From an optimization exercise on the open Yosys and OpenROAD flow, aimed at small area; shortcuts taken in it are not production practice. Function was checked by simulation only, so behaviour that the tests miss may differ from the original. Power and IR drop assume default switching activity.

--- design/flow/design.v ---
module pc_crc16_step (
  input  wire [15:0] crc_in,
  input  wire [7:0]  data,
  output wire [15:0] crc_out
);
  wire n0;
  wire n1;
  wire n2;
  wire n3;
  wire n5;
  wire n6;
  wire n7;
  wire n19;
  pc_xor2 u_n0 (.a(crc_in[8]), .b(data[0]), .y(n0));
  pc_xor2 u_n1 (.a(crc_in[9]), .b(data[1]), .y(n1));
  pc_xor2 u_n2 (.a(crc_in[10]), .b(data[2]), .y(n2));
  pc_xor2 u_n3 (.a(crc_in[11]), .b(data[3]), .y(n3));
  pc_xor2 u_n4 (.a(crc_in[12]), .b(data[4]), .y(crc_out[4]));
  pc_xor2 u_n5 (.a(crc_in[13]), .b(data[5]), .y(n5));
  pc_xor2 u_n6 (.a(crc_in[14]), .b(data[6]), .y(n6));
  pc_xor2 u_n7 (.a(crc_in[15]), .b(data[7]), .y(n7));
  pc_xor2 u_n8 (.a(n0), .b(crc_out[4]), .y(crc_out[0]));
  pc_xor2 u_n9 (.a(n1), .b(n5), .y(crc_out[1]));
  pc_xor2 u_n10 (.a(n2), .b(n6), .y(crc_out[2]));
  pc_xor2 u_n11 (.a(n3), .b(n7), .y(crc_out[3]));
  pc_xor2 u_n12 (.a(crc_out[0]), .b(n5), .y(crc_out[5]));
  pc_xor2 u_n13 (.a(crc_out[1]), .b(n6), .y(crc_out[6]));
  pc_xor2 u_n14 (.a(crc_out[2]), .b(n7), .y(crc_out[7]));
  pc_xor2 u_n15 (.a(crc_in[0]), .b(crc_out[3]), .y(crc_out[8]));
  pc_xor2 u_n16 (.a(crc_in[1]), .b(crc_out[4]), .y(crc_out[9]));
  pc_xor2 u_n17 (.a(crc_in[2]), .b(n5), .y(crc_out[10]));
  pc_xor2 u_n18 (.a(crc_in[3]), .b(n6), .y(crc_out[11]));
  pc_xor2 u_n19 (.a(crc_in[4]), .b(crc_out[0]), .y(n19));
  pc_xor2 u_n20 (.a(n19), .b(n7), .y(crc_out[12]));
  pc_xor2 u_n21 (.a(crc_in[5]), .b(crc_out[1]), .y(crc_out[13]));
  pc_xor2 u_n22 (.a(crc_in[6]), .b(crc_out[2]), .y(crc_out[14]));
  pc_xor2 u_n23 (.a(crc_in[7]), .b(crc_out[3]), .y(crc_out[15]));
endmodule
module pc_xor2 (input wire a, input wire b, output wire y);
  assign y = a ^ b;
endmodule
module pc_xnor2 (input wire a, input wire b, output wire y);
  assign y = ~(a ^ b);
endmodule
module pc_inv (input wire a, output wire y);
  assign y = ~a;
endmodule
module pc_nand2b (input wire an, input wire b, output wire y);
  assign y = ~(~an & b);
endmodule
module pc_mux2i (input wire s, input wire a0, input wire a1, output wire y);
  assign y = ~(s ? a1 : a0);
endmodule
module pc_ha (input wire a, input wire b, output wire c, output wire s);
  assign {c, s} = {1'b0, a} + {1'b0, b};
endmodule
module pc_ao22 (input wire a1, input wire a2, input wire b1, input wire b2, output wire y);
  assign y = (a1 & a2) | (b1 & b2);
endmodule
module pc_ao221 (input wire a1, input wire a2, input wire b1, input wire b2, input wire c1,
                 output wire y);
  assign y = (a1 & a2) | (b1 & b2) | c1;
endmodule
module pc_aoi222 (input wire a1, input wire a2, input wire b1, input wire b2,
                  input wire c1, input wire c2, output wire y);
  assign y = ~((a1 & a2) | (b1 & b2) | (c1 & c2));
endmodule
module pc_nand2 (input wire a, input wire b, output wire y);
  assign y = ~(a & b);
endmodule
module pc_crc16_frame (
  input  wire [7:0]  b2,
  input  wire [7:0]  b3,
  input  wire [7:0]  b4,
  output wire [15:0] crc
);
  wire n0;
  wire n1;
  wire n2;
  wire n3;
  wire n4;
  wire n5;
  wire n6;
  wire n7;
  wire n8;
  wire n9;
  wire n10;
  wire n11;
  wire n12;
  wire n13;
  wire n14;
  wire n15;
  wire n16;
  wire n17;
  wire n18;
  wire n19;
  wire n20;
  wire n21;
  wire n22;
  wire n23;
  wire n24;
  wire n25;
  wire n26;
  wire n27;
  wire n32;
  wire n34;
  wire n35;
  wire n37;
  wire n38;
  wire n40;
  wire n41;
  wire n43;
  wire n45;
  wire n47;
  wire n48;
  wire n50;
  wire n51;
  wire n53;
  wire n54;
  wire n56;
  wire n58;
  pc_xor2 u_n0 (.a(b2[3]), .b(b3[3]), .y(n0));
  pc_xor2 u_n1 (.a(b2[1]), .b(b3[1]), .y(n1));
  pc_xor2 u_n2 (.a(b2[6]), .b(b3[6]), .y(n2));
  pc_xor2 u_n3 (.a(b3[0]), .b(b4[4]), .y(n3));
  pc_xor2 u_n4 (.a(b2[5]), .b(b3[5]), .y(n4));
  pc_xor2 u_n5 (.a(b2[4]), .b(b3[4]), .y(n5));
  pc_xor2 u_n6 (.a(b2[2]), .b(b3[2]), .y(n6));
  pc_xor2 u_n7 (.a(b2[7]), .b(b3[7]), .y(n7));
  pc_xor2 u_n8 (.a(n1), .b(n6), .y(n8));
  pc_xor2 u_n9 (.a(b2[6]), .b(b4[0]), .y(n9));
  pc_xor2 u_n10 (.a(b2[0]), .b(b4[5]), .y(n10));
  pc_xor2 u_n11 (.a(n0), .b(n6), .y(n11));
  pc_xor2 u_n12 (.a(n2), .b(n7), .y(n12));
  pc_xor2 u_n13 (.a(n3), .b(n9), .y(n13));
  pc_xor2 u_n14 (.a(b4[2]), .b(b4[6]), .y(n14));
  pc_xor2 u_n15 (.a(b2[7]), .b(b4[1]), .y(n15));
  pc_xor2 u_n16 (.a(b2[0]), .b(n7), .y(n16));
  pc_xor2 u_n17 (.a(n4), .b(n5), .y(n17));
  pc_xor2 u_n18 (.a(n0), .b(n5), .y(n18));
  pc_xor2 u_n19 (.a(n2), .b(n4), .y(n19));
  pc_xor2 u_n20 (.a(b4[3]), .b(b4[7]), .y(n20));
  pc_xor2 u_n21 (.a(n3), .b(n16), .y(n21));
  pc_xor2 u_n22 (.a(n14), .b(n19), .y(n22));
  pc_xor2 u_n23 (.a(n1), .b(n10), .y(n23));
  pc_xor2 u_n24 (.a(n13), .b(n18), .y(n24));
  pc_xor2 u_n25 (.a(b4[5]), .b(n15), .y(n25));
  pc_xor2 u_n26 (.a(n17), .b(n25), .y(n26));
  pc_xor2 u_n27 (.a(n12), .b(n20), .y(n27));
  pc_xnor2 u_n28 (.a(b3[1]), .b(n26), .y(crc[1]));
  pc_xor2 u_n29 (.a(b3[2]), .b(n22), .y(crc[2]));
  pc_xnor2 u_n30 (.a(b3[3]), .b(n27), .y(crc[3]));
  pc_xor2 u_n31 (.a(b3[4]), .b(n21), .y(crc[4]));
  pc_xor2 u_n32 (.a(b3[5]), .b(n23), .y(n32));
  pc_xnor2 u_n33 (.a(n24), .b(n32), .y(crc[5]));
  pc_xor2 u_n34 (.a(b3[6]), .b(b4[6]), .y(n34));
  pc_xor2 u_n35 (.a(n34), .b(n8), .y(n35));
  pc_xor2 u_n36 (.a(n26), .b(n35), .y(crc[6]));
  pc_xor2 u_n37 (.a(b3[7]), .b(b4[7]), .y(n37));
  pc_xor2 u_n38 (.a(n37), .b(n11), .y(n38));
  pc_xor2 u_n39 (.a(n22), .b(n38), .y(crc[7]));
  pc_xor2 u_n40 (.a(b2[0]), .b(b3[0]), .y(n40));
  pc_xor2 u_n41 (.a(n40), .b(n18), .y(n41));
  pc_xnor2 u_n42 (.a(n27), .b(n41), .y(crc[8]));
  pc_xor2 u_n43 (.a(n1), .b(n17), .y(n43));
  pc_xnor2 u_n44 (.a(n21), .b(n43), .y(crc[9]));
  pc_xor2 u_n45 (.a(n10), .b(n8), .y(n45));
  pc_xnor2 u_n46 (.a(n19), .b(n45), .y(crc[10]));
  pc_xor2 u_n47 (.a(b2[1]), .b(b4[6]), .y(n47));
  pc_xor2 u_n48 (.a(n47), .b(n11), .y(n48));
  pc_xnor2 u_n49 (.a(n12), .b(n48), .y(crc[11]));
  pc_xor2 u_n50 (.a(b2[2]), .b(b4[7]), .y(n50));
  pc_xor2 u_n51 (.a(n50), .b(n13), .y(n51));
  pc_xnor2 u_n52 (.a(n16), .b(n51), .y(crc[12]));
  pc_xor2 u_n53 (.a(b2[3]), .b(b3[0]), .y(n53));
  pc_xor2 u_n54 (.a(n15), .b(n53), .y(n54));
  pc_xor2 u_n55 (.a(n23), .b(n54), .y(crc[13]));
  pc_xor2 u_n56 (.a(b2[4]), .b(n14), .y(n56));
  pc_xnor2 u_n57 (.a(n8), .b(n56), .y(crc[14]));
  pc_xor2 u_n58 (.a(b2[5]), .b(n20), .y(n58));
  pc_xnor2 u_n59 (.a(n11), .b(n58), .y(crc[15]));
  pc_inv u_i0 (.a(n24), .y(crc[0]));
endmodule
module pitchcomm_engine (
  input  wire        clk,
  input  wire        rst,         
  input  wire        bus_valid,
  input  wire        bus_write,
  input  wire [7:0]  bus_addr,
  input  wire [3:0]  bus_be,
  input  wire [31:0] bus_wdata,
  output wire [31:0] bus_rdata,
  output wire        bus_fault
);
  localparam [7:0] MAGIC   = 8'hCC;
  localparam [7:0] VERSION = 8'h01;
  localparam [2:0] S_OK          = 3'd0;
  localparam [2:0] S_BAD_LENGTH  = 3'd1;
  localparam [2:0] S_BAD_MAGIC   = 3'd2;
  localparam [2:0] S_VERSION     = 3'd3;
  localparam [2:0] S_CHECKSUM    = 3'd4;
  localparam [2:0] S_DUPLICATE   = 3'd5;
  localparam [2:0] S_ILLEGAL     = 3'd7;
  genvar g;
  reg [15:0] ck_acc;
  reg [7:0]  txseq;
  reg        tx_ok;                  
  reg [7:0]  txb2, txb3, txb4;       
  reg [63:0] rxb;                    
  reg [31:0] rxlen;
  reg        rx_ok;                  
  reg [7:0]  rx_cmd, rx_code, rx_seq;
  reg [31:0] now;
  reg        valid;                  
  reg [7:0]  last_seq, last_cmd;
  reg [31:0] last_time;
  reg [2:0]  result;
  reg        err;
  wire [5:0] widx = bus_addr[7:2];
  wire rd_map = (widx != 6'd0) && (widx <= 6'd11 || (widx >= 6'd16 && widx <= 6'd31));
  wire wr_map = (widx == 6'd0) || (widx == 6'd8) || (widx == 6'd9) ||
                (widx >= 6'd24 && widx <= 6'd31);
  wire acc_ok = (bus_be == 4'b1111) && (bus_addr[1:0] == 2'b00) &&
                (bus_write ? wr_map : rd_map);
  wire fault_now = bus_valid && !acc_ok;
  wire wr_ok     = bus_valid && bus_write && acc_ok;
  assign bus_fault = fault_now;
  wire we_cmd   = wr_ok && !bus_addr[5];
  wire we_now   = wr_ok && !bus_addr[6] && bus_addr[5] && !bus_addr[2];
  wire we_rxlen = wr_ok && !bus_addr[6] && bus_addr[2];
  wire we_rxbuf = wr_ok && bus_addr[6];
  wire [7:0] op   = bus_wdata[31:24];
  wire [7:0] op_a = bus_wdata[23:16];
  wire [7:0] op_b = bus_wdata[15:8];
  wire [7:0] op_c = bus_wdata[7:0];
  wire za = (op_a == 8'h00);
  wire zb = (op_b == 8'h00);
  wire zc = (op_c == 8'h00);
  wire is_nop      = (op == 8'h00) && za && zb && zc;
  wire is_ck_init  = (op == 8'h01) && za && zb && zc;
  wire is_ck_upd   = (op == 8'h02) && za && zb;
  wire is_enc_next = (op == 8'h10) && zc;
  wire is_enc_seq  = (op == 8'h11);
  wire is_seq_load = (op == 8'h12) && za && zb;
  wire is_decode   = (op == 8'h20) && za && zb && zc;
  wire is_admit    = (op == 8'h30) && zb;
  wire is_legal    = is_nop | is_ck_init | is_ck_upd | is_enc_next | is_enc_seq |
                     is_seq_load | is_decode | is_admit;
  wire        crc_tx  = bus_addr[6] & ~bus_addr[5];
  wire        crc_rx  = ~crc_tx;
  wire [23:0] crc_src;
  wire [23:0] tx_src = {txb4, txb3, txb2};
  generate
    for (g = 0; g < 24; g = g + 1) begin : g_csrc
      pc_ao22 u_m (.a1(tx_src[g]), .a2(crc_tx), .b1(rxb[16 + g]), .b2(crc_rx), .y(crc_src[g]));
    end
  endgenerate
  wire [15:0] fcrc;
  pc_crc16_frame u_fcrc (.b2(crc_src[7:0]), .b3(crc_src[15:8]), .b4(crc_src[23:16]),
                         .crc(fcrc));
  wire [15:0] crc_eq;                  
  wire [15:0] rx56 = {rxb[47:40], rxb[55:48]};
  generate
    for (g = 0; g < 16; g = g + 1) begin : g_ceq
      pc_xnor2 u_x (.a(fcrc[g]), .b(rx56[g]), .y(crc_eq[g]));
    end
  endgenerate
  wire [2:0] dec_result =
      (rxlen != 32'd7)       ? S_BAD_LENGTH :
      (rxb[7:0] != MAGIC)    ? S_BAD_MAGIC  :
      (rxb[15:8] != VERSION) ? S_VERSION    :
      !(&crc_eq)             ? S_CHECKSUM   : S_OK;
  wire [31:0] tx_x;                    
  generate
    for (g = 1; g < 32; g = g + 1) begin : g_x
      pc_xor2 u_x (.a(now[g]), .b(last_time[g]), .y(tx_x[g]));
    end
  endgenerate
  assign tx_x[0] = 1'b0;               
  wire [9:0] bw;                       
  pc_nand2b u_b1 (.an(now[0]), .b(last_time[0]), .y(bw[1]));    
  generate
    for (g = 1; g < 9; g = g + 1) begin : g_bw
      if (g % 2 == 1) begin : g_odd
        pc_mux2i u_m (.s(tx_x[g]), .a0(bw[g]), .a1(now[g]), .y(bw[g+1]));
      end else begin : g_even
        pc_mux2i u_m (.s(tx_x[g]), .a0(bw[g]), .a1(last_time[g]), .y(bw[g+1]));
      end
    end
  endgenerate
  assign bw[0] = 1'b0;                 
  wire [8:2] dlo;
  generate
    for (g = 2; g < 9; g = g + 1) begin : g_d
      if (g % 2 == 1) begin : g_odd
        pc_xnor2 u_d (.a(tx_x[g]), .b(bw[g]), .y(dlo[g]));
      end else begin : g_even
        pc_xor2 u_d (.a(tx_x[g]), .b(bw[g]), .y(dlo[g]));
      end
    end
  endgenerate
  wire [31:9] hi_eq;
  pc_xor2 u_h9 (.a(tx_x[9]), .b(bw[9]), .y(hi_eq[9]));    
  wire [30:9] gn;                      
  generate
    for (g = 9; g < 31; g = g + 1) begin : g_hi
      pc_nand2b u_g (.an(now[g]), .b(last_time[g]), .y(gn[g]));
      pc_xor2   u_e (.a(tx_x[g+1]), .b(gn[g]), .y(hi_eq[g+1]));
    end
  endgenerate
  wire in_window = ~(&dlo[8:4] & (dlo[3] | dlo[2])) & (&hi_eq);
  wire [15:0] pair_eq;                 
  wire [15:0] pair_in = {op_a, op_c};
  wire [15:0] pair_st = {last_cmd, last_seq};
  generate
    for (g = 0; g < 16; g = g + 1) begin : g_peq
      pc_xnor2 u_x (.a(pair_in[g]), .b(pair_st[g]), .y(pair_eq[g]));
    end
  endgenerate
  wire is_dup = valid & (&pair_eq) & in_window;
  wire nrst    = ~rst;
  wire do_ck   = we_cmd & (is_ck_init | is_ck_upd);
  wire do_seq  = we_cmd & (is_seq_load | is_enc_next);
  wire do_enc  = we_cmd & (is_enc_next | is_enc_seq);
  wire do_rx   = we_cmd & is_decode & (dec_result == S_OK);
  wire do_adm  = we_cmd & is_admit & ~is_dup;
  wire [2:0] cmd_result =
      !is_legal            ? S_ILLEGAL   :
      is_decode            ? dec_result  :
      (is_admit && is_dup) ? S_DUPLICATE : S_OK;
  wire [15:0] ck_next, ck_d;
  pc_crc16_step u_ck_step (.crc_in(ck_acc), .data(op_c), .crc_out(ck_next));
  wire h_ck = nrst & ~do_ck;
  wire l_ck = nrst & we_cmd & is_ck_upd;
  wire set_ck = rst | (we_cmd & is_ck_init);
  generate
    for (g = 0; g < 16; g = g + 1) begin : g_ck
      pc_ao221 u_d (.a1(ck_acc[g]), .a2(h_ck), .b1(ck_next[g]), .b2(l_ck), .c1(set_ck),
                    .y(ck_d[g]));
    end
  endgenerate
  wire [7:0] inc;
  wire [7:0] inc_c;
  assign inc[0]   = ~txseq[0];
  assign inc_c[1] = txseq[0];
  generate
    for (g = 1; g < 7; g = g + 1) begin : g_inc
      pc_ha u_h (.a(txseq[g]), .b(inc_c[g]), .c(inc_c[g+1]), .s(inc[g]));
    end
  endgenerate
  pc_xor2 u_inc7 (.a(txseq[7]), .b(inc_c[7]), .y(inc[7]));
  assign inc_c[0] = 1'b0;              
  wire [7:0] seq_new;
  wire       sel_c = ~is_enc_next;
  generate
    for (g = 0; g < 8; g = g + 1) begin : g_sn
      pc_ao22 u_m (.a1(inc[g]), .a2(is_enc_next), .b1(op_c[g]), .b2(sel_c), .y(seq_new[g]));
    end
  endgenerate
  wire h_seq = nrst & ~do_seq;
  wire l_seq = nrst & do_seq;
  wire h_enc = ~do_enc;
  wire [7:0] txseq_d, txb4_d, txb2_d, txb3_d;
  generate
    for (g = 0; g < 8; g = g + 1) begin : g_tx
      pc_ao22 u_s (.a1(txseq[g]), .a2(h_seq), .b1(seq_new[g]), .b2(l_seq), .y(txseq_d[g]));
      pc_ao22 u_4 (.a1(txb4[g]), .a2(h_enc), .b1(seq_new[g]), .b2(do_enc), .y(txb4_d[g]));
      pc_ao22 u_2 (.a1(txb2[g]), .a2(h_enc), .b1(op_a[g]), .b2(do_enc), .y(txb2_d[g]));
      pc_ao22 u_3 (.a1(txb3[g]), .a2(h_enc), .b1(op_b[g]), .b2(do_enc), .y(txb3_d[g]));
    end
  endgenerate
  wire [7:0] we_rx;
  generate
    for (g = 0; g < 8; g = g + 1) begin : g_werx
      assign we_rx[g] = we_rxbuf & (bus_addr[4:2] == g);
    end
  endgenerate
  wire [63:0] rxb_d;
  generate
    for (g = 0; g < 64; g = g + 1) begin : g_rxb
      pc_ao22 u_d (.a1(rxb[g]), .a2(nrst & ~we_rx[g / 8]), .b1(bus_wdata[g % 8]),
                   .b2(nrst & we_rx[g / 8]), .y(rxb_d[g]));
    end
  endgenerate
  wire h_len = nrst & ~we_rxlen;
  wire l_len = nrst & we_rxlen;
  wire h_now = nrst & ~we_now;
  wire l_now = nrst & we_now;
  wire [31:0] rxlen_d, now_d, lt_d;
  wire h_adm = ~do_adm;
  generate
    for (g = 0; g < 32; g = g + 1) begin : g_w32
      pc_ao22 u_l (.a1(rxlen[g]), .a2(h_len), .b1(bus_wdata[g]), .b2(l_len), .y(rxlen_d[g]));
      pc_ao22 u_n (.a1(now[g]), .a2(h_now), .b1(bus_wdata[g]), .b2(l_now), .y(now_d[g]));
      pc_ao22 u_t (.a1(last_time[g]), .a2(h_adm), .b1(now[g]), .b2(do_adm), .y(lt_d[g]));
    end
  endgenerate
  wire h_rx = ~do_rx;
  wire [23:0] rxf_d;
  wire [23:0] rxf_q = {rx_cmd, rx_code, rx_seq};
  wire [23:0] rxf_src = {rxb[23:16], rxb[31:24], rxb[39:32]};    
  generate
    for (g = 0; g < 24; g = g + 1) begin : g_rxf
      pc_ao22 u_d (.a1(rxf_q[g]), .a2(h_rx), .b1(rxf_src[g]), .b2(do_rx), .y(rxf_d[g]));
    end
  endgenerate
  wire [15:0] last_d;
  generate
    for (g = 0; g < 16; g = g + 1) begin : g_last
      pc_ao22 u_d (.a1(pair_st[g]), .a2(h_adm), .b1(pair_in[g]), .b2(do_adm), .y(last_d[g]));
    end
  endgenerate
  always @(posedge clk) begin
    ck_acc    <= ck_d;
    txseq     <= txseq_d;
    tx_ok     <= nrst & (tx_ok | do_enc);
    txb2      <= txb2_d;
    txb3      <= txb3_d;
    txb4      <= txb4_d;
    rxb       <= rxb_d;
    rxlen     <= rxlen_d;
    now       <= now_d;
    rx_ok     <= nrst & (rx_ok | do_rx);
    {rx_cmd, rx_code, rx_seq} <= rxf_d;
    valid     <= nrst & (valid | do_adm);
    {last_cmd, last_seq} <= last_d;
    last_time <= lt_d;
    result    <= rst ? S_OK : (we_cmd ? cmd_result : result);
    err       <= nrst & (err | fault_now | (we_cmd & ~is_legal));
  end
  wire a6 = bus_addr[6], a5 = bus_addr[5], a4 = bus_addr[4], a3 = bus_addr[3], a2 = bus_addr[2];
  wire [2:0] bi = bus_addr[4:2];
  wire [7:0] sR, sT, sB;
  generate
    for (g = 0; g < 8; g = g + 1) begin : g_sel
      assign sR[g] = a6 & a5 & (bi == g);
      assign sT[g] = a6 & ~a5 & (bi == g) & tx_ok;
      assign sB[g] = a6 & (bi == g) & (a5 | tx_ok);    
    end
  endgenerate
  wire s_now    = ~a6 & a5 & ~a3 & ~a2;
  wire s_rxlen  = ~a6 & a5 & ~a3 & a2;
  wire s_dds    = ~a6 & a5 & a3 & ~a2 & valid;
  wire s_lt     = ~a6 & a5 & a3 & a2 & valid;
  wire s_status = ~a6 & ~a5 & ~a4 & ~a3;           
  wire s_config = ~a6 & ~a5 & ~a4 & a3 & ~a2;
  wire s_window = ~a6 & ~a5 & ~a4 & a3 & a2;
  wire s_preset = ~a6 & ~a5 & a4 & ~a3 & ~a2;
  wire s_ck     = ~a6 & ~a5 & a4 & ~a3 & a2;
  wire s_txseq  = ~a6 & ~a5 & a4 & a3 & ~a2;
  wire s_rxf    = ~a6 & ~a5 & a4 & a3 & a2 & rx_ok;
  wire [31:0] kconst = ({32{s_config}} & 32'h0001CC73) | ({32{s_window}} & 32'h000001F4) |
                       ({32{s_preset}} & 32'h0000FFFF) | ({32{sT[0]}} & 32'h000000CC) |
                       ({32{sT[1]}} & 32'h00000001) | ({32{s_dds}} & 32'h00010000);
  wire [3:0] status_lo = {result[2] & result[1], result};
  generate
    for (g = 0; g < 8; g = g + 1) begin : g_rd_lo
      wire [5:0] t;
      pc_aoi222 u0 (.a1(sR[0]), .a2(rxb[g]),      .b1(sR[1]), .b2(rxb[8 + g]),  .c1(sB[2]), .c2(crc_src[g]),      .y(t[0]));
      pc_aoi222 u1 (.a1(sB[3]), .a2(crc_src[8 + g]), .b1(sB[4]), .b2(crc_src[16 + g]), .c1(sR[5]), .c2(rxb[40 + g]), .y(t[1]));
      pc_aoi222 u2 (.a1(sR[6]), .a2(rxb[48 + g]), .b1(sR[7]), .b2(rxb[56 + g]), .c1(sT[5]), .c2(fcrc[8 + g]), .y(t[2]));
      pc_aoi222 u3 (.a1(sT[6]), .a2(fcrc[g]),     .b1(s_ck),  .b2(ck_acc[g]),   .c1(s_txseq), .c2(txseq[g]), .y(t[3]));
      pc_aoi222 u4 (.a1(s_rxf), .a2(rx_seq[g]),   .b1(s_now), .b2(now[g]),      .c1(s_rxlen), .c2(rxlen[g]), .y(t[4]));
      if (g < 4) begin : g_st
        pc_aoi222 u5 (.a1(s_dds), .a2(last_seq[g]), .b1(s_lt), .b2(last_time[g]), .c1(s_status), .c2(status_lo[g]), .y(t[5]));
        assign bus_rdata[g] = ~(&t) | kconst[g];
      end else begin : g_nst
        wire t7, t8;
        pc_nand2 u7 (.a(s_dds), .b(last_seq[g]), .y(t7));
        pc_nand2 u8 (.a(s_lt), .b(last_time[g]), .y(t8));
        assign bus_rdata[g] = ~(&t[4:0] & t7 & t8) | kconst[g];
      end
    end
  endgenerate
  generate
    for (g = 8; g < 16; g = g + 1) begin : g_rd_mid
      wire [1:0] t;
      pc_aoi222 u0 (.a1(s_ck), .a2(ck_acc[g]), .b1(s_rxf), .b2(rx_code[g - 8]), .c1(s_now), .c2(now[g]), .y(t[0]));
      pc_aoi222 u1 (.a1(s_rxlen), .a2(rxlen[g]), .b1(s_dds), .b2(last_cmd[g - 8]), .c1(s_lt), .c2(last_time[g]), .y(t[1]));
      if (g == 8) begin : g_err
        wire t2;
        pc_nand2 u2 (.a(s_status), .b(err), .y(t2));
        assign bus_rdata[g] = ~(&t & t2) | kconst[g];
      end else begin : g_nerr
        assign bus_rdata[g] = ~(&t) | kconst[g];
      end
    end
  endgenerate
  generate
    for (g = 16; g < 24; g = g + 1) begin : g_rd_hi
      wire t0, t1;
      pc_aoi222 u0 (.a1(s_now), .a2(now[g]), .b1(s_rxlen), .b2(rxlen[g]), .c1(s_lt), .c2(last_time[g]), .y(t0));
      pc_nand2  u1 (.a(s_rxf), .b(rx_cmd[g - 16]), .y(t1));
      assign bus_rdata[g] = ~(t0 & t1) | kconst[g];
    end
  endgenerate
  generate
    for (g = 24; g < 32; g = g + 1) begin : g_rd_top
      wire t0;
      pc_aoi222 u0 (.a1(s_now), .a2(now[g]), .b1(s_rxlen), .b2(rxlen[g]), .c1(s_lt), .c2(last_time[g]), .y(t0));
      assign bus_rdata[g] = ~t0;
    end
  endgenerate
endmodule
--- design/flow/flow/run.sh ---
#!/bin/bash
# The standard layout (standard.sh, unchanged synthesis), with two changes:
# - the port buffers are the smallest buffer cell (buf_1) instead of the one
#   buffer_ports picks by default;
# - clock tree synthesis uses clkbuf_8 buffers in larger sink clusters and
#   inserts no dummy loads.
# standard.sh's full output goes to standard.log; ORFS's per-step logs are in
# orfs/logs/.
set -euo pipefail
export BUFFER_PORTS_ARGS="-buffer_cell sky130_fd_sc_hd__buf_1"
export CTS_ARGS="-sink_clustering_enable -repair_clock_nets -dont_use_dummy_load -buf_list sky130_fd_sc_hd__clkbuf_8 -sink_clustering_size 16 -sink_clustering_max_diameter 60"
bash standard.sh > standard.log 2>&1
--- design/flow/standard.sh ---
#!/bin/bash
# synth_recipe.tcl (not shown) runs the flow's synth.tcl, then flattens the netlist and writes it again
# the make line also repeats each setting of config.mk as NAME=value (left out here)
make -C /OpenROAD-flow-scripts/flow DESIGN_CONFIG=/design/flow/config.mk WORK_HOME=/design/flow/orfs CLKGATE_MAP_FILE= SYNTH_SCRIPT=/design/flow/synth_recipe.tcl "${@:-finish}"
--- design/flow/config.mk ---
export PLATFORM = sky130hd
export DESIGN_NAME = pitchcomm_engine
export DESIGN_NICKNAME = pitchcomm_engine
export VERILOG_FILES = /design/flow/design.v
export SDC_FILE = /design/flow/constraint.sdc
export NUM_CORES = 4
export LEC_CHECK = 0
export CAP_MARGIN = 20
export CORE_MARGIN = 2
export CORE_UTILIZATION = 70
export SLEW_MARGIN = 20
export SYNTH_HIERARCHICAL = 1
--- design/flow/constraint.sdc ---
create_clock -name core_clock -period 8.0 [get_ports {clk}]
set_input_delay 1.6000 -clock core_clock [delete_from_list [all_inputs] [get_ports {clk}]]
set_output_delay 1.6000 -clock core_clock [all_outputs]
set_load 0.01 [all_outputs]
==> results of run 1 <==
==> cells by family after synthesis <==
kind of cell | share of synthesized area, %
flip-flops | 43.5
XOR/XNOR | 13.4
buffers and inverters | 1.17
AND/OR/NAND/NOR | 10.9
adder cells (fa/ha/maj) | 0.640
AO/OA/AOI/OAI | 29.7
multiplexers | 0.683
==> synthesized netlist by cell type, types with 3 or more instances <==
master	n	area (um2)
nand2b_1	26	163
o21ai_0	6	30.0
or4_1	3	22.5
nor4_1	25	156
a31oi_1	5	31.3
nand3_1	19	95.1
clkbuf_1	5	18.8
a221o_1	16	160
xnor2_1	45	394
inv_1	22	82.6
nand4_1	31	194
dfxtp_1	255	5100
xor2_1	134	1170
a211oi_1	3	22.5
a222oi_1	76	761
nor3_1	15	75.1
nand2_1	50	188
nor2_1	45	169
nor4b_1	4	35.0
mux2i_1	8	80.1
a21oi_1	12	60.1
or3_1	7	43.8
a22o_1	264	2310
ha_1	6	75.1
==> critical path: cells and delay by family <==
| family | cells | cell delay (ps) |
|---|---|---|
| xor+xnor | 3 | 920 |
| buf+inv | 4 | 1160 |
| simple gates | 3 | 540 |
| compound gates | 3 | 1110 |
==> worst min-delay path by stage <==
| stage | from | end | slack, ps | cells past startpoint |
|---|---|---|---|---|
| after floorplan | rx_ok | rx_ok | 430 | 2 |
| after global placement | err | err | 450 | 2 |
| after detailed placement | err | err | 470 | 2 |
| after CTS | err | err | 480 | 2 |
| after global routing | rx_code[2] | rx_code[2] | 500 | 1 |
| final | err | err | 490 | 2 |
==> layout make-up <==
cell class	instances	area (um2)
multi-input cells	828	6550
flip-flops and latches	255	5100
fillers	1035	3670
repair buffers	106	495
clock buffers	21	289
well taps	220	275
inverters	23	86.3
diodes	1	2.50
==> registers in the layout, summed over array words and instances (netlist names) <==
signal / cells
rxlen: 32
txb3: 8
rx_cmd: 8
now: 32
last_cmd: 8
ck_acc: 16
tx_ok: 1
last_seq: 8
rx_ok: 1
valid: 1
last_time: 32
err: 1
rx_seq: 8
txb2: 8
rxb: 64
result: 3
rx_code: 8
txseq: 8
txb4: 8
==> modules after synthesis (local to each module, per instance), excerpt <==
module,times used,cells inside,flops+latches,area (um2)
pitchcomm_engine,1,527,255,6570
pc_ha,6,1,0,12.5
pc_ao221,16,1,0,10.0
pc_aoi222,76,1,0,10.0
pc_mux2i,8,1,0,10.0
pc_ao22,264,1,0,8.76
pc_xnor2,45,1,0,8.76
pc_xor2,133,1,0,8.76
pc_nand2b,23,1,0,6.26
pc_inv,1,1,0,3.75
pc_nand2,17,1,0,3.75
==> power groups by stage <==
stage                     combinational (mW)  clock [mW]  sequential [mW]
after floorplan                       0.0748           0             1.31
after global placement                 0.139           0             1.31
after detailed placement               0.144           0             1.31
after CTS                              0.146       0.628             1.28
after global routing                   0.158       0.671             1.29
final                                  0.153       0.632             1.29
==> routing by layer <==
layer / GRT usage, % / up-vias / share of wire [%]
met5: 0 / - / 0.033
met4: 29.6 / 2 / 7.5
met3: 10.4 / 226 / 13
met2: 72.2 / 1017 / 44
met1: 57.3 / 5336 / 35
li1: - / 4725 / -
==> through the flow <==
stage	instance area (um2)	utilization, %	total power, mW
6_report	12800	77.7	2.07
5_1_grt	12800	77.7	2.11
4_1_cts	12800	77.7	2.06
3_5_place_dp	12500	76.0	1.46
3_3_place_gp	12500	75.9	1.45
2_1_floorplan	11700	-	1.38
==> impl_metrics.tcl, run 1 <==
set metrics [dict create \
    crit_path_start "bus_addr[5]" \
    cts_tree "built" \
    powerDensity_nw_per_um2 162 \
    finalNonFillerCells 1454 \
    path_cells "buf_1 -> nand2b_1 -> inv_1 -> a22o_1 -> xor2_1 -> xor2_1 -> xor2_1 -> inv_1 -> a222oi_1 -> nand4_1 -> nor2_1 -> o211ai_1 -> buf_1" \
    net-switching-power_mw 0.519 \
    reg2regPathDepth 17 \
    fp.dieH_um 133 \
    dr_total_vias 11306 \
    combPwrFrac_pct 7.4 \
    grt_pass1_wl_mm 63.0 \
    ioPinCount 81 \
    yosys_warnings 7 \
    dieArea_um2 17800 \
    holdCritPathClass "register to register" \
    synth-seq-cells 255 \
    synth_nets 1170 \
    dpl.cell_count 1432 \
    finClkSkew_ps 85.5 \
    ir_drop_v 0.000205 \
    ys.flop_type "dfxtp_1" \
    portBuffers 80 \
    cts_max_level 1 \
    internal-power_mw 1.55 \
    p_leak_nw 5.19 \
    final_max_slew_viol_count 0 \
    slowest_stage "inv_1" \
    start_util_pct 71.3 \
    layout-drive-gt1-share_pct 5.68 \
    fp.dieW_um 133 \
    reg2reg_from "now[1]" \
    totalWireLength_mm 42.5 \
    ctsResizeCount 0 \
    fmax_ghz 0.144 \
    finalSetupTns_ps 0 \
    worstMarginPinSlew_ps 1260 \
    synth_edf_count 0 \
    post-place-ws_ps 1220 \
    seqPwrFrac_pct 62.1 \
    cts_buffers 21 \
    ctsRootBufferMaster "clkbuf_8" \
    via_per_inst 7.78 \
    drt-initial-drc-count 1820 \
    grt_max_degree 51 \
    synthToLayoutAreaGrowth_pct 9.09 \
    fin_crit_sh_pct 86.9 \
    grt_pass1_vias 10560 \
    ctsHoldBuffers 0 \
    worstSetupPathType "input port to output port" \
    rsz0062_at_grt "no" \
    whs_ps 490 \
    synth_area_per_cell_um2 10.5 \
    slew_headroom_pct 15.0 \
    syn_area_um2 11700 \
    synth_seq_area_share_pct 43.5 \
    outcome "no timing/DRC/antenna violations" \
    clk_pin_slew_ps 50 \
    p_clk_share_pct 30.5 \
    insertion_delay_ps 560 \
    required_ps 6400 \
    clock_sinks 255 \
    std_cell_rows 47 \
    worst_setup_path_start_kind "input port" \
    final_common_cell "a22o_1" \
    place.gp.congestion 1.03 \
    r2r_end "last_time[1]" \
    drv_cap 0 \
    r2r_setup_slack_ps 3120 \
    grt.overflow.total 0 \
    synth_cell_types 52 \
    drc 0 \
    p_sw_share_pct 25.1 \
    hold_viol_final 0 \
    antenna_found_initial 1 \
    crit_arrival_ps 5350 \
    crit_fanout 25 \
    async_flop_share_pct 0 \
    syn_inst 1116 \
    setup_viol 0 \
    nets 1289 \
    core_area_um2 16500 \
    cp_slowest_stage_delay_ps 640 \
    critPathMostFrequentCell "xor2_1" \
    dpl.hpwl_mm 30.4 \
    min_period_ps 6950 \
    cts.path.max_buffers 3 \
    final_cell_mix "a22o_1 (264), dfxtp_1 (255), xor2_1 (134)" \
    grt.total_usage_pct 46.0 \
    crit_path_end_kind "output port" \
    final_antenna_net_count 0 \
    postCtsSetupBuffers 0 \
    layout_setup_ws_ps 1050 \
    firstDrtPassIters 10 \
    wl_per_cell_um 29.2 \
    critPathCapture "bus_rdata[0]" \
]
==> run 2, diff against run 1 <==
--- a/design/flow/config.mk
+++ b/design/flow/config.mk
@@ -7,6 +7,6 @@
 export LEC_CHECK = 0
 export CAP_MARGIN = 20
 export CORE_MARGIN = 2
-export CORE_UTILIZATION = 70
+export CORE_UTILIZATION = 78
 export SLEW_MARGIN = 20
 export SYNTH_HIERARCHICAL = 1
==> impl_metrics.tcl, run 2 <==
set metrics [dict create \
    whs_ps 495 \
    grt.overflow.total 0 \
    net-switching-power_mw 0.511 \
    synthAdderAreaFrac_pct 0.640 \
    synth_common_cells "a22o_1 (264), dfxtp_1 (255), xor2_1 (134), a222oi_1 (76), nand2_1 (50)" \
    wl_per_cell_um 28.6 \
    synth.area.top_cells "dfxtp_1 (44%), a22o_1 (20%), xor2_1 (10%), a222oi_1 (6.5%), xnor2_1 (3.4%)" \
    setup_viol 0 \
    r2r_setup_slack_ps 3290 \
    final_max_slew_viol_count 0 \
    internal-power_mw 1.54 \
    postCtsSetupBuffers 0 \
    drt-initial-drc-count 2408 \
    multi_input_area_um2 6550 \
    ctsHoldBuffers 0 \
    antenna_cells 0 \
    seqPwrFrac_pct 62.7 \
    wl_met3_mm 5.88 \
    yosys_warnings 7 \
    worst_setup_path_start_kind "input port" \
    worstMarginPinSlew_ps 1110 \
    top_register "rxb" \
    synth-seq-cells 255 \
    post-place-ws_ps 1100 \
    async_flop_share_pct 0 \
    syn_area_um2 11700 \
    layout_setup_ws_ps 811 \
    layout-drive-gt1-share_pct 5.52 \
    p_sw_share_pct 24.9 \
    holdCritPathClass "register to register" \
    fp.dieH_um 127 \
    whs_path_depth 2 \
    clk_pin_slew_ps 60 \
    synth_nets 1170 \
    grt_pass1_wl_mm 61.4 \
    nets 1287 \
    cts_tree "built" \
    dieArea_um2 16000 \
    antenna_found_initial 2 \
    worstSetupPathType "input port to output port" \
    crit_fanout 25 \
    drv_cap 0 \
    largest_register_ffs 64 \
    synth_top_family_by_area "compound AO/OA/AOI/OAI gates" \
    cts_buffers 20 \
    synth_cell_types 52 \
    fp.dieW_um 127 \
    power_mw 2.05 \
    required_ps 6400 \
    synthMuxAreaShare_pct 0.683 \
    core_area_um2 14600 \
    grt.total_usage_pct 48.7 \
    std_cell_rows 44 \
    ir_drop_v 0.000180 \
    synth_compound_area_share_pct 29.7 \
    synth_edf_count 0 \
    synth.top_cell.area_share_pct 43.5 \
    p_clk_share_pct 30.0 \
    cts.path.max_buffers 3 \
    syn_inst 1116 \
    portBuffers 80 \
    powerDensity_nw_per_um2 161 \
    totalWireLength_mm 40.4 \
    rsz0062_at_grt "no" \
    fillerInstances 794 \
    finalSetupTns_ps 0 \
    reg2regPathDepth 12 \
    crit_path_end_kind "output port" \
    finClkSkew_ps 44.4 \
    synthXorXnorAreaFrac_pct 13.4 \
    yosysTopAreaCell "dfxtp_1" \
    via_per_inst 8.05 \
    synthToLayoutAreaGrowth_pct 8.50 \
    fin_crit_sh_pct 89.9 \
    outcome "no timing/DRC/antenna violations" \
    dr_total_vias 11387 \
    hold_viol_final 0 \
    firstDrtPassIters 12 \
    seq_area_um2 5100 \
    combPwrFrac_pct 7.3 \
    ctsRootBufferMaster "clkbuf_8" \
    p_leak_nw 5.18 \
    wl_met2_mm 17.4 \
    final_cell_mix "a22o_1 (264), dfxtp_1 (255), xor2_1 (134)" \
    place.gp.congestion 1.31 \
    insertion_delay_ps 540 \
    start_util_pct 80.4 \
    grt_max_degree 49 \
    met1_length_mm 13.8 \
    yosysMostFrequentCell "a22o_1" \
    ioPinCount 81 \
    final_antenna_net_count 0 \
    final_common_cell "a22o_1" \
    grt_pass1_vias 10701 \
    min_period_ps 7190 \
    synth_seq_area_share_pct 43.5 \
    ctsResizeCount 0 \
    slew_headroom_pct 25.4 \
    yosys.area_share.simple_pct 10.9 \
    fmax_ghz 0.139 \
    synth_area_per_cell_um2 10.5 \
    fin_util_pct 87.3 \
    clock_sinks 255 \
    drc 0 \
    crit_arrival_ps 5590 \
    dpl.hpwl_mm 28.1 \
    ys.flop_type "dfxtp_1" \
    cts_max_level 1 \
    routed.top_layer "met5" \
]
-- run 2: cell types whose count changed in the layout (fill, tap and decap cells not counted) --
cell      delta
diode_2      -1
buf_4        -1
clkbuf_8     -1
-- run 2: Yosys stat by module, one instance, submodules excluded, a selection --
module / times used / area (um2) / cells / flops+latches
pc_ao22: 264 / 8.76 / 1 / 0
pc_ha: 6 / 12.5 / 1 / 0
pc_inv: 1 / 3.75 / 1 / 0
pc_mux2i: 8 / 10.0 / 1 / 0
pc_nand2: 17 / 3.75 / 1 / 0
pc_xnor2: 45 / 8.76 / 1 / 0
pc_xor2: 133 / 8.76 / 1 / 0
pitchcomm_engine: 1 / 6570 / 527 / 255
-- run 2: critical path, cell delays in order --
cell      delay, ps
buf_1           380
nand2b_1        180
buf_4           290
inv_1           400
a22o_1          390
xor2_1          340
xor2_1          300
xor2_1          270
xnor2_1         180
a222oi_1        550
nand3_1         190
or3_1           370
buf_1           140
-- run 2: cell families (layout without fill, tap and decap cells) --
family | Yosys count | after routing
AOI/OAI and AO/OA | 394 | 394
xor gates and xnor gates | 179 | 179
adders and majority gates | 6 | 6
buffers and inverters | 33 | 148
DFF | 255 | 255
muxes | 8 | 8
and+or+nand+nor | 241 | 241
-- run 2: final timing paths --
path	startpoint	endpoint
worst min register to register	err	err
worst max-delay path	bus_addr[5]	bus_rdata[5]
worst min-delay path	err	err
worst max register to register	rxb[23]	rx_seq[1]
-- run 2: final cells by class --
type                       count  area share, %
sequential                   255           40.1
timing repair buffer         105           3.83
multi-input combinational    828           51.4
inverter                      23          0.678
tap                          184           1.81
clock buffer                  20           2.16
-- run 2: per-stage QoR --
| step | cell area [um2] | cells |
|---|---|---|
| floorplan | 11700 | 1116 |
| global placement | 12500 | 1395 |
| detailed placement | 12500 | 1395 |
| CTS | 12700 | 1415 |
| global route | 12700 | 1415 |
| finish | 12700 | 1415 |
-- run 2: layer usage --
layer	track usage (%)	vias to the layer above
met2	73.9	1077
met3	13.7	282
met1	61.6	5304
met5	0	-
li1	-	4720
met4	30.3	4
-- run 2: power groups by stage --
stage	sequential, mW	combinational [mW]	clock [mW]
3_3_place_gp	1.31	0.136	0
2_1_floorplan	1.31	0.0748	0
5_1_grt	1.29	0.155	0.653
3_5_place_dp	1.31	0.140	0
4_1_cts	1.28	0.141	0.606
6_report	1.29	0.150	0.617
==> run 3, diff against run 2 <==
==> design/flow/flow/run.sh (replaced) <==
#!/bin/bash
# The standard layout (standard.sh, unchanged synthesis), with two changes:
# - the port buffers are the smallest buffer cell (buf_1) instead of the one
#   buffer_ports picks by default;
# - clock tree synthesis uses clkbuf_16 buffers in large sink clusters and
#   inserts no dummy loads.
# standard.sh's full output goes to standard.log; ORFS's per-step logs are in
# orfs/logs/.
set -euo pipefail
export BUFFER_PORTS_ARGS="-buffer_cell sky130_fd_sc_hd__buf_1"
export CTS_ARGS="-sink_clustering_enable -repair_clock_nets -dont_use_dummy_load -buf_list sky130_fd_sc_hd__clkbuf_16 -sink_clustering_size 28 -sink_clustering_max_diameter 80"
bash standard.sh > standard.log 2>&1
--- a/design/flow/config.mk
+++ b/design/flow/config.mk
@@ -7,6 +7,6 @@
 export LEC_CHECK = 0
 export CAP_MARGIN = 20
 export CORE_MARGIN = 2
-export CORE_UTILIZATION = 78
+export CORE_UTILIZATION = 60
 export SLEW_MARGIN = 20
 export SYNTH_HIERARCHICAL = 1
==> impl_metrics.tcl, run 3 <==
set metrics [dict create \
    antenna_cells 0 \
    synth-seq-cells 255 \
    post-place-ws_ps 1200 \
    top_register "rxb" \
    clk_pin_slew_ps 80 \
    largest_register_ffs 64 \
    p_leak_nw 5.24 \
    yosysTopAreaCell "dfxtp_1" \
    reg2reg_from "now[1]" \
    synth_common_cells "a22o_1 (264), dfxtp_1 (255), xor2_1 (134), a222oi_1 (76), nand2_1 (50)" \
    drv_cap 0 \
    grt.total_usage_pct 38.9 \
    synth.area.top_cells "dfxtp_1 (44%), a22o_1 (20%), xor2_1 (10%), a222oi_1 (6.5%), xnor2_1 (3.4%)" \
    ioPinCount 81 \
    finClkSkew_ps 58.7 \
    min_period_ps 6900 \
    insertion_delay_ps 500 \
    worstMarginPinSlew_ps 1010 \
    ir_drop_v 0.000177 \
    grt_max_degree 50 \
    final_max_slew_viol_count 0 \
    final_cell_mix "a22o_1 (264), dfxtp_1 (255), xor2_1 (134)" \
    dieArea_um2 20700 \
    wl_per_cell_um 27.9 \
    slew_headroom_pct 32.6 \
    synth_cell_types 52 \
    postCtsSetupBuffers 0 \
    hold_viol_final 0 \
    cts.path.max_buffers 3 \
    fp.dieH_um 144 \
    grt_pass1_vias 9693 \
    crit_fanout 25 \
    drt-initial-drc-count 1633 \
    crit_path_end_kind "output port" \
    layout_setup_ws_ps 1100 \
    dpl.hpwl_mm 30.5 \
    drc 0 \
    cts_tree "built" \
    synthToLayoutAreaGrowth_pct 10.5 \
    place.gp.congestion 1.07 \
    firstDrtPassIters 8 \
    antenna_found_initial 0 \
    worst-path-buf-inv 3 \
    via_per_inst 7.16 \
    dr_total_vias 10702 \
    crit_arrival_ps 5300 \
    worstSetupPathType "input port to output port" \
    async_flop_share_pct 0 \
    r2r_setup_slack_ps 3150 \
    synth_area_per_cell_um2 10.5 \
    clock_sinks 255 \
    required_ps 6400 \
    syn_inst 1116 \
    cp_top_family "XOR/XNOR gates" \
    yosys_warnings 7 \
    final_antenna_net_count 0 \
    portBuffers 80 \
    setup_viol 0 \
    grt.overflow.total 0 \
    layout-drive-gt1-share_pct 5.37 \
    crit_cells 12 \
    r2r_end "last_time[0]" \
    fin_area_um2 13000 \
    cts_buffers 15 \
    ctsHoldBuffers 0 \
    whs_path_depth 2 \
    fmax_ghz 0.145 \
    multi_input_area_um2 6550 \
    fillerInstances 1545 \
    power_mw 2.18 \
    cts_max_level 1 \
    ys.flop_type "dfxtp_1" \
    start_util_pct 60.7 \
    holdCritPathClass "register to register" \
    seq_area_um2 5100 \
    reg2regPathDepth 16 \
    ctsRootBufferMaster "clkbuf_16" \
    critPathMostFrequentCell "xor2_1" \
    fin_crit_sh_pct 86.3 \
    fp.dieW_um 144 \
    path_cells "buf_1 -> nand2b_1 -> inv_1 -> a22o_1 -> xor2_1 -> xor2_1 -> xor2_1 -> xor2_1 -> a222oi_1 -> nand4_1 -> or3_1 -> buf_1" \
    worst_setup_path_start_kind "input port" \
    totalWireLength_mm 41.6 \
    yosysMostFrequentCell "a22o_1" \
    core_area_um2 19300 \
    final_common_cell "a22o_1" \
    synth_seq_area_share_pct 43.5 \
    syn_area_um2 11700 \
    grt_pass1_wl_mm 60.3 \
    std_cell_rows 51 \
    synth.top_cell.area_share_pct 43.5 \
    synth_nets 1170 \
    powerDensity_nw_per_um2 169 \
    fin_util_pct 67.0 \
    placed_cell_area_um2 12600 \
    min_from "valid" \
    finalSetupTns_ps 0 \
    outcome "no timing/DRC/antenna violations" \
    slowest_stage "inv_1" \
    rsz0062_at_grt "no" \
    min_to "valid" \
    ctsResizeCount 0 \
    nets 1285 \
    cp_slowest_stage_delay_ps 610 \
    synth_edf_count 0 \
]
[run 3: cell counts after synthesis]
No cell type changed its count.
[run 3: layer usage]
metal  global-route usage [%]  share of wire, %
met2                     63.1                46
met5                        0                 0
met3                     5.06               9.4
met4                     16.4               5.0
met1                     52.3                40
[run 3: worst register-to-register path, cell delays in order (launching register included)]
cell	delay, ps
dfxtp_1	460
xor2_1	210
mux2i_1	290
mux2i_1	140
mux2i_1	230
mux2i_1	150
mux2i_1	260
mux2i_1	170
mux2i_1	350
xor2_1	350
o21ai_0	140
nor2_1	310
nor3_1	130
a311o_2	390
inv_1	570
buf_4	450
a22o_1	190
[run 3: per-stage QoR]
stage | instances | hold slack (ps)
finish | 1494 | 495
global route | 1494 | 499
CTS | 1494 | 485
detailed placement | 1479 | 471
global placement | 1478 | 452
floorplan | 1116 | 433
[run 3: where the power goes]
part | switching, mW | internal, mW | total, mW
Clock | 0.414 | 0.337 | 0.751
Sequential | 0.0106 | 1.28 | 1.29
Combinational | 0.107 | 0.0413 | 0.148
Total | 0.532 | 1.65 | 2.18
[run 3: logic make-up after synthesis]
| logic type | Yosys count | share of synthesized area, % |
|---|---|---|
| AND/OR/NAND/NOR | 241 | 10.9 |
| AO/OA/AOI/OAI | 394 | 29.7 |
| adder cells (fa/ha/maj) | 6 | 0.640 |
| XOR/XNOR | 179 | 13.4 |
| buffers and inverters | 33 | 1.17 |
| flip-flops | 255 | 43.5 |
| multiplexers | 8 | 0.683 |
[run 3: final cells by class]
class                           count  share of cell area (%)
Multi-Input combinational cell    828                    50.5
Sequential cell                   255                    39.4
Timing Repair Buffer              108                    3.97
Clock buffer                       15                    2.90
Tap cell                          265                    2.56
Inverter                           23                   0.666
[run 3: worst max path at each step]
stage / slack [ps] / from / to
floorplan: 1470 / bus_addr[5] / bus_rdata[6]
global placement: 1260 / bus_addr[5] / bus_rdata[7]
detailed placement: 1200 / bus_addr[5] / bus_rdata[2]
CTS: 1190 / bus_addr[5] / bus_rdata[2]
global route: 810 / bus_addr[6] / bus_rdata[0]
finish: 1100 / bus_addr[5] / bus_rdata[2]
[run 3: Yosys stat by module, one instance, submodules excluded, a selection]
module	copies in the design	area, um2	flip-flops and latches	cells inside
pc_mux2i	8	10.0	0	1
pc_nand2b	23	6.26	0	1
pitchcomm_engine	1	6570	255	527
pc_aoi222	76	10.0	0	1
pc_ao22	264	8.76	0	1
pc_nand2	17	3.75	0	1
pc_xnor2	45	8.76	0	1
pc_ha	6	12.5	0	1
==> run 4, diff against run 3 <==
--- a/design/flow/design.v
+++ b/design/flow/design.v
@@ -208,10 +208,9 @@
   reg [7:0]  txb2, txb3, txb4;       
   reg [63:0] rxb;                    
   reg [31:0] rxlen;
-  reg        rx_ok;                  
   reg [7:0]  rx_cmd, rx_code, rx_seq;
   reg [31:0] now;
-  reg        valid;                  
+  reg        valid;
   reg [7:0]  last_seq, last_cmd;
   reg [31:0] last_time;
   reg [2:0]  result;
@@ -359,14 +358,15 @@
   endgenerate
   wire h_seq = nrst & ~do_seq;
   wire l_seq = nrst & do_seq;
-  wire h_enc = ~do_enc;
+  wire h_enc = nrst & ~do_enc;
+  wire l_enc = nrst & do_enc;
   wire [7:0] txseq_d, txb4_d, txb2_d, txb3_d;
   generate
     for (g = 0; g < 8; g = g + 1) begin : g_tx
       pc_ao22 u_s (.a1(txseq[g]), .a2(h_seq), .b1(seq_new[g]), .b2(l_seq), .y(txseq_d[g]));
-      pc_ao22 u_4 (.a1(txb4[g]), .a2(h_enc), .b1(seq_new[g]), .b2(do_enc), .y(txb4_d[g]));
-      pc_ao22 u_2 (.a1(txb2[g]), .a2(h_enc), .b1(op_a[g]), .b2(do_enc), .y(txb2_d[g]));
-      pc_ao22 u_3 (.a1(txb3[g]), .a2(h_enc), .b1(op_b[g]), .b2(do_enc), .y(txb3_d[g]));
+      pc_ao22 u_4 (.a1(txb4[g]), .a2(h_enc), .b1(seq_new[g]), .b2(l_enc), .y(txb4_d[g]));
+      pc_ao22 u_2 (.a1(txb2[g]), .a2(h_enc), .b1(op_a[g]), .b2(l_enc), .y(txb2_d[g]));
+      pc_ao22 u_3 (.a1(txb3[g]), .a2(h_enc), .b1(op_b[g]), .b2(l_enc), .y(txb3_d[g]));
     end
   endgenerate
   wire [7:0] we_rx;
@@ -387,27 +387,29 @@
   wire h_now = nrst & ~we_now;
   wire l_now = nrst & we_now;
   wire [31:0] rxlen_d, now_d, lt_d;
-  wire h_adm = ~do_adm;
+  wire h_adm = nrst & ~do_adm;
+  wire l_adm = nrst & do_adm;
   generate
     for (g = 0; g < 32; g = g + 1) begin : g_w32
       pc_ao22 u_l (.a1(rxlen[g]), .a2(h_len), .b1(bus_wdata[g]), .b2(l_len), .y(rxlen_d[g]));
       pc_ao22 u_n (.a1(now[g]), .a2(h_now), .b1(bus_wdata[g]), .b2(l_now), .y(now_d[g]));
-      pc_ao22 u_t (.a1(last_time[g]), .a2(h_adm), .b1(now[g]), .b2(do_adm), .y(lt_d[g]));
+      pc_ao22 u_t (.a1(last_time[g]), .a2(h_adm), .b1(now[g]), .b2(l_adm), .y(lt_d[g]));
     end
   endgenerate
-  wire h_rx = ~do_rx;
+  wire h_rx = nrst & ~do_rx;
+  wire l_rx = nrst & do_rx;
   wire [23:0] rxf_d;
   wire [23:0] rxf_q = {rx_cmd, rx_code, rx_seq};
   wire [23:0] rxf_src = {rxb[23:16], rxb[31:24], rxb[39:32]};    
   generate
     for (g = 0; g < 24; g = g + 1) begin : g_rxf
-      pc_ao22 u_d (.a1(rxf_q[g]), .a2(h_rx), .b1(rxf_src[g]), .b2(do_rx), .y(rxf_d[g]));
+      pc_ao22 u_d (.a1(rxf_q[g]), .a2(h_rx), .b1(rxf_src[g]), .b2(l_rx), .y(rxf_d[g]));
     end
   endgenerate
   wire [15:0] last_d;
   generate
     for (g = 0; g < 16; g = g + 1) begin : g_last
-      pc_ao22 u_d (.a1(pair_st[g]), .a2(h_adm), .b1(pair_in[g]), .b2(do_adm), .y(last_d[g]));
+      pc_ao22 u_d (.a1(pair_st[g]), .a2(h_adm), .b1(pair_in[g]), .b2(l_adm), .y(last_d[g]));
     end
   endgenerate
   always @(posedge clk) begin
@@ -420,7 +422,6 @@
     rxb       <= rxb_d;
     rxlen     <= rxlen_d;
     now       <= now_d;
-    rx_ok     <= nrst & (rx_ok | do_rx);
     {rx_cmd, rx_code, rx_seq} <= rxf_d;
     valid     <= nrst & (valid | do_adm);
     {last_cmd, last_seq} <= last_d;
@@ -435,23 +436,23 @@
     for (g = 0; g < 8; g = g + 1) begin : g_sel
       assign sR[g] = a6 & a5 & (bi == g);
       assign sT[g] = a6 & ~a5 & (bi == g) & tx_ok;
-      assign sB[g] = a6 & (bi == g) & (a5 | tx_ok);    
+      assign sB[g] = a6 & (bi == g);                   
     end
   endgenerate
   wire s_now    = ~a6 & a5 & ~a3 & ~a2;
   wire s_rxlen  = ~a6 & a5 & ~a3 & a2;
-  wire s_dds    = ~a6 & a5 & a3 & ~a2 & valid;
-  wire s_lt     = ~a6 & a5 & a3 & a2 & valid;
+  wire s_dds    = ~a6 & a5 & a3 & ~a2;
+  wire s_lt     = ~a6 & a5 & a3 & a2;
   wire s_status = ~a6 & ~a5 & ~a4 & ~a3;           
   wire s_config = ~a6 & ~a5 & ~a4 & a3 & ~a2;
   wire s_window = ~a6 & ~a5 & ~a4 & a3 & a2;
   wire s_preset = ~a6 & ~a5 & a4 & ~a3 & ~a2;
   wire s_ck     = ~a6 & ~a5 & a4 & ~a3 & a2;
   wire s_txseq  = ~a6 & ~a5 & a4 & a3 & ~a2;
-  wire s_rxf    = ~a6 & ~a5 & a4 & a3 & a2 & rx_ok;
+  wire s_rxf    = ~a6 & ~a5 & a4 & a3 & a2;
   wire [31:0] kconst = ({32{s_config}} & 32'h0001CC73) | ({32{s_window}} & 32'h000001F4) |
                        ({32{s_preset}} & 32'h0000FFFF) | ({32{sT[0]}} & 32'h000000CC) |
-                       ({32{sT[1]}} & 32'h00000001) | ({32{s_dds}} & 32'h00010000);
+                       ({32{sT[1]}} & 32'h00000001) | ({32{s_dds & valid}} & 32'h00010000);
   wire [3:0] status_lo = {result[2] & result[1], result};
   generate
     for (g = 0; g < 8; g = g + 1) begin : g_rd_lo
==> design/flow/flow/run.sh (replaced) <==
#!/bin/bash
# The standard layout (standard.sh, unchanged synthesis), with two changes:
# - the port buffers are the smallest buffer cell (buf_1) instead of the one
#   buffer_ports picks by default;
# - clock tree synthesis uses clkbuf_8 buffers in larger sink clusters and
#   inserts no dummy loads.
# standard.sh's full output goes to standard.log; ORFS's per-step logs are in
# orfs/logs/.
set -euo pipefail
export BUFFER_PORTS_ARGS="-buffer_cell sky130_fd_sc_hd__buf_1"
export CTS_ARGS="-sink_clustering_enable -repair_clock_nets -dont_use_dummy_load -buf_list sky130_fd_sc_hd__clkbuf_8 -sink_clustering_size 16 -sink_clustering_max_diameter 60"
bash standard.sh > standard.log 2>&1
--- a/design/flow/config.mk
+++ b/design/flow/config.mk
@@ -7,6 +7,6 @@
 export LEC_CHECK = 0
 export CAP_MARGIN = 20
 export CORE_MARGIN = 2
-export CORE_UTILIZATION = 60
+export CORE_UTILIZATION = 70
 export SLEW_MARGIN = 20
 export SYNTH_HIERARCHICAL = 1
==> impl_metrics.tcl, run 4 <==
set metrics [dict create \
    outcome "no timing/DRC/antenna violations" \
    synth_edf_count 0 \
    synth_seq_area_share_pct 43.2 \
    core_area_um2 16500 \
    synth.top_cell.area_share_pct 43.2 \
    start_util_pct 71.2 \
    syn_inst 1113 \
    final_antenna_net_count 0 \
    drc 0 \
    top_register "rxb" \
    synthToLayoutAreaGrowth_pct 9.55 \
    crit_arrival_ps 5440 \
    holdCritPathClass "register to register" \
    clk_pin_slew_ps 90 \
    fin_util_pct 78.0 \
    final_max_slew_viol_count 0 \
    firstDrtPassIters 10 \
    required_ps 6400 \
    cts_buffers 20 \
    insertion_delay_ps 560 \
    synth_cell_types 52 \
    min_period_ps 7040 \
    fp.dieW_um 134 \
    antenna_found_initial 1 \
    final_cell_mix "a22o_1 (264), dfxtp_1 (254), xor2_1 (134)" \
    ctsRootBufferMaster "clkbuf_8" \
    rsz0062_at_grt "no" \
    finalSetupTns_ps 0 \
    slew_headroom_pct 21.0 \
    worstSetupPathType "input port to output port" \
    nets 1286 \
    synth-seq-cells 254 \
    layout_setup_ws_ps 956 \
    clock_sinks 254 \
    syn_area_um2 11800 \
    synth_nets 1167 \
    wl_per_cell_um 28.3 \
    r2r_setup_slack_ps 3210 \
    crit_path_end_kind "output port" \
    portBuffers 80 \
    finClkSkew_ps 64.3 \
    fin_crit_sh_pct 88.0 \
    final_common_cell "a22o_1" \
    fillerInstances 1117 \
    cts_max_level 1 \
    hold_viol_final 0 \
    drt-initial-drc-count 1711 \
    setup_viol 0 \
    place.gp.congestion 1.04 \
    synth.area.top_cells "dfxtp_1 (43%), a22o_1 (20%), xor2_1 (10%), a222oi_1 (6.5%), xnor2_1 (3.4%)" \
    std_cell_rows 47 \
    dieArea_um2 17900 \
    yosysMostFrequentCell "a22o_1" \
    combPwrFrac_pct 7.9 \
    power_mw 2.06 \
    fmax_ghz 0.142 \
    powerDensity_nw_per_um2 160 \
    dpl.cell_count 1430 \
    net-switching-power_mw 0.525 \
    seqPwrFrac_pct 62.0 \
    cts_tree "built" \
    post-place-ws_ps 1080 \
    totalWireLength_mm 41.0 \
    grt.overflow.total 0 \
    synth_area_per_cell_um2 10.6 \
    worst_setup_path_start_kind "input port" \
    drv_cap 0 \
    postCtsSetupBuffers 0 \
    dr_total_vias 11179 \
    yosys_warnings 7 \
    ctsHoldBuffers 0 \
    p_leak_nw 5.22 \
    grt_pass1_wl_mm 61.3 \
    p_sw_share_pct 25.4 \
    ioPinCount 81 \
    grt_pass1_vias 10243 \
    ys.flop_type "dfxtp_1" \
    yosysTopAreaCell "dfxtp_1" \
    internal-power_mw 1.54 \
    dpl.hpwl_mm 29.5 \
    cts.path.max_buffers 3 \
    grt.total_usage_pct 44.8 \
    fp.dieH_um 134 \
    worstMarginPinSlew_ps 1180 \
    crit_fanout 25 \
    largest_register_ffs 64 \
    finalNonFillerCells 1450 \
    ir_drop_v 0.000165 \
    p_clk_share_pct 30.0 \
    grt_max_degree 33 \
    via_per_inst 7.71 \
    async_flop_share_pct 0 \
    layout-drive-gt1-share_pct 6.67 \
    ctsResizeCount 0 \
    antenna_cells 0 \
    synth_common_cells "a22o_1 (264), dfxtp_1 (254), xor2_1 (134), a222oi_1 (76), nand2_1 (51)" \
]
-- run 4: changes by cell type in the layout (fill, tap and decap cells not counted), sizes merged, moves of 4 or more --
cell,change
or4,+4
a31oi,+4
clkbuf,+5
nor2,-4
-- run 4: logic make-up (layout without fill, tap and decap cells) --
logic type	Yosys count	count (layout)	share of synthesized area, %
compound gates	399	399	29.9
fa+ha+maj	6	6	0.638
xor+xnor	179	179	13.3
simple gates	235	235	11.1
buf+inv	31	148	1.01
mux	9	9	0.766
flops	254	254	43.2
-- run 4: area by class of cell --
| class | instances | area [um2] | area share [%] |
|---|---|---|---|
| inverter | 19 | 71.3 | 0.554 |
| multi-input combinational | 828 | 6640 | 51.5 |
| clock buffer | 20 | 275 | 2.14 |
| tap | 220 | 275 | 2.14 |
| sequential | 254 | 5080 | 39.5 |
| timing repair buffer | 109 | 538 | 4.18 |
-- run 4: worst paths after layout --
path / from / endpoint / cells after the start
worst max-delay path: bus_addr[5] / bus_rdata[3] / 14
worst min-delay path: err / err / 2
worst max register to register: now[1] / last_time[9] / 15
worst min register to register: err / err / 2
-- run 4: per-stage QoR --
stage	hold WS (ps)	instance area (um2)
detailed placement	469	12600
floorplan	439	11800
CTS	493	12900
global route	516	12900
global placement	453	12600
finish	492	12900
-- run 4: power groups by stage --
stage	Sequential (mW)	Combinational, mW	Clock (mW)
finish	1.28	0.163	0.620
global route	1.28	0.170	0.658
CTS	1.28	0.156	0.613
detailed placement	1.31	0.155	0
global placement	1.31	0.152	0
floorplan	1.30	0.0822	0
-- run 4: critical path: stages --
cell and delay [ps]:
buf_1 330, inv_2 110, nand2_1 80, buf_4 280, inv_1 410, a22o_1 380, xor2_1 320, xor2_1 340
xor2_1 280, xnor2_1 150, a222oi_1 390, nand4_1 110, or4_1 500, buf_1 150
-- run 4: Yosys stat by module (local to each module, per instance), a selection --
| module | cells inside | copies in the design | cell area (um2) |
|---|---|---|---|
| pitchcomm_engine | 524 | 1 | 6600 |
| pc_ha | 1 | 6 | 12.5 |
| pc_mux2i | 1 | 8 | 10.0 |
| pc_aoi222 | 1 | 76 | 10.0 |
| pc_xor2 | 1 | 133 | 8.76 |
| pc_ao22 | 1 | 264 | 8.76 |
| pc_nand2b | 1 | 23 | 6.26 |
| pc_nand2 | 1 | 17 | 3.75 |
-- run 4: per-layer routing --
| metal | track usage [%] | wire (um) | vias up |
|---|---|---|---|
| li1 | - | - | 4718 |
| met1 | 57.3 | 14800 | 5300 |
| met2 | 71.3 | 18300 | 940 |
| met3 | 8.60 | 5020 | 219 |
| met4 | 25.6 | 2930 | 2 |
| met5 | 0 | 13 | - |

==> afterwards: timing with drivers on the ports <==
Ports are ideal in the flow. The routed layouts listed here were re-timed in OpenROAD. Step 1 (the two cells are an assumption about what drives the block):
set clk [get_ports {clk}]
set_driving_cell -lib_cell sky130_fd_sc_hd__clkbuf_16 $clk
set_driving_cell -lib_cell sky130_fd_sc_hd__buf_2 [delete_from_list [all_inputs] $clk]
Step 2 times the ports against the registers' clock, not the clock port: input delays grow and output delays shrink by t, the midpoint of the rising clock arrivals with the driver on. Slacks: ideal ports / drivers / drivers and shift; pairs: ideal ports / drivers.
run	shift t [ns]	setup WS [ns]	worst register clock-pin slew, ns
run 1	0.557	1.048 / 1.027 / 1.027	0.11 / 0.11
run 2	0.561	0.811 / 0.785 / 0.739	0.10 / 0.10
run 3	0.522	1.097 / 1.074 / 1.074	0.11 / 0.11
run 4	0.568	0.956 / 0.931 / 0.931	0.11 / 0.11
After both steps every run listed still meets setup and hold. The setup slack of run 2, which loses most, moves by -0.026 ns with the drivers and by -0.072 ns with both steps.
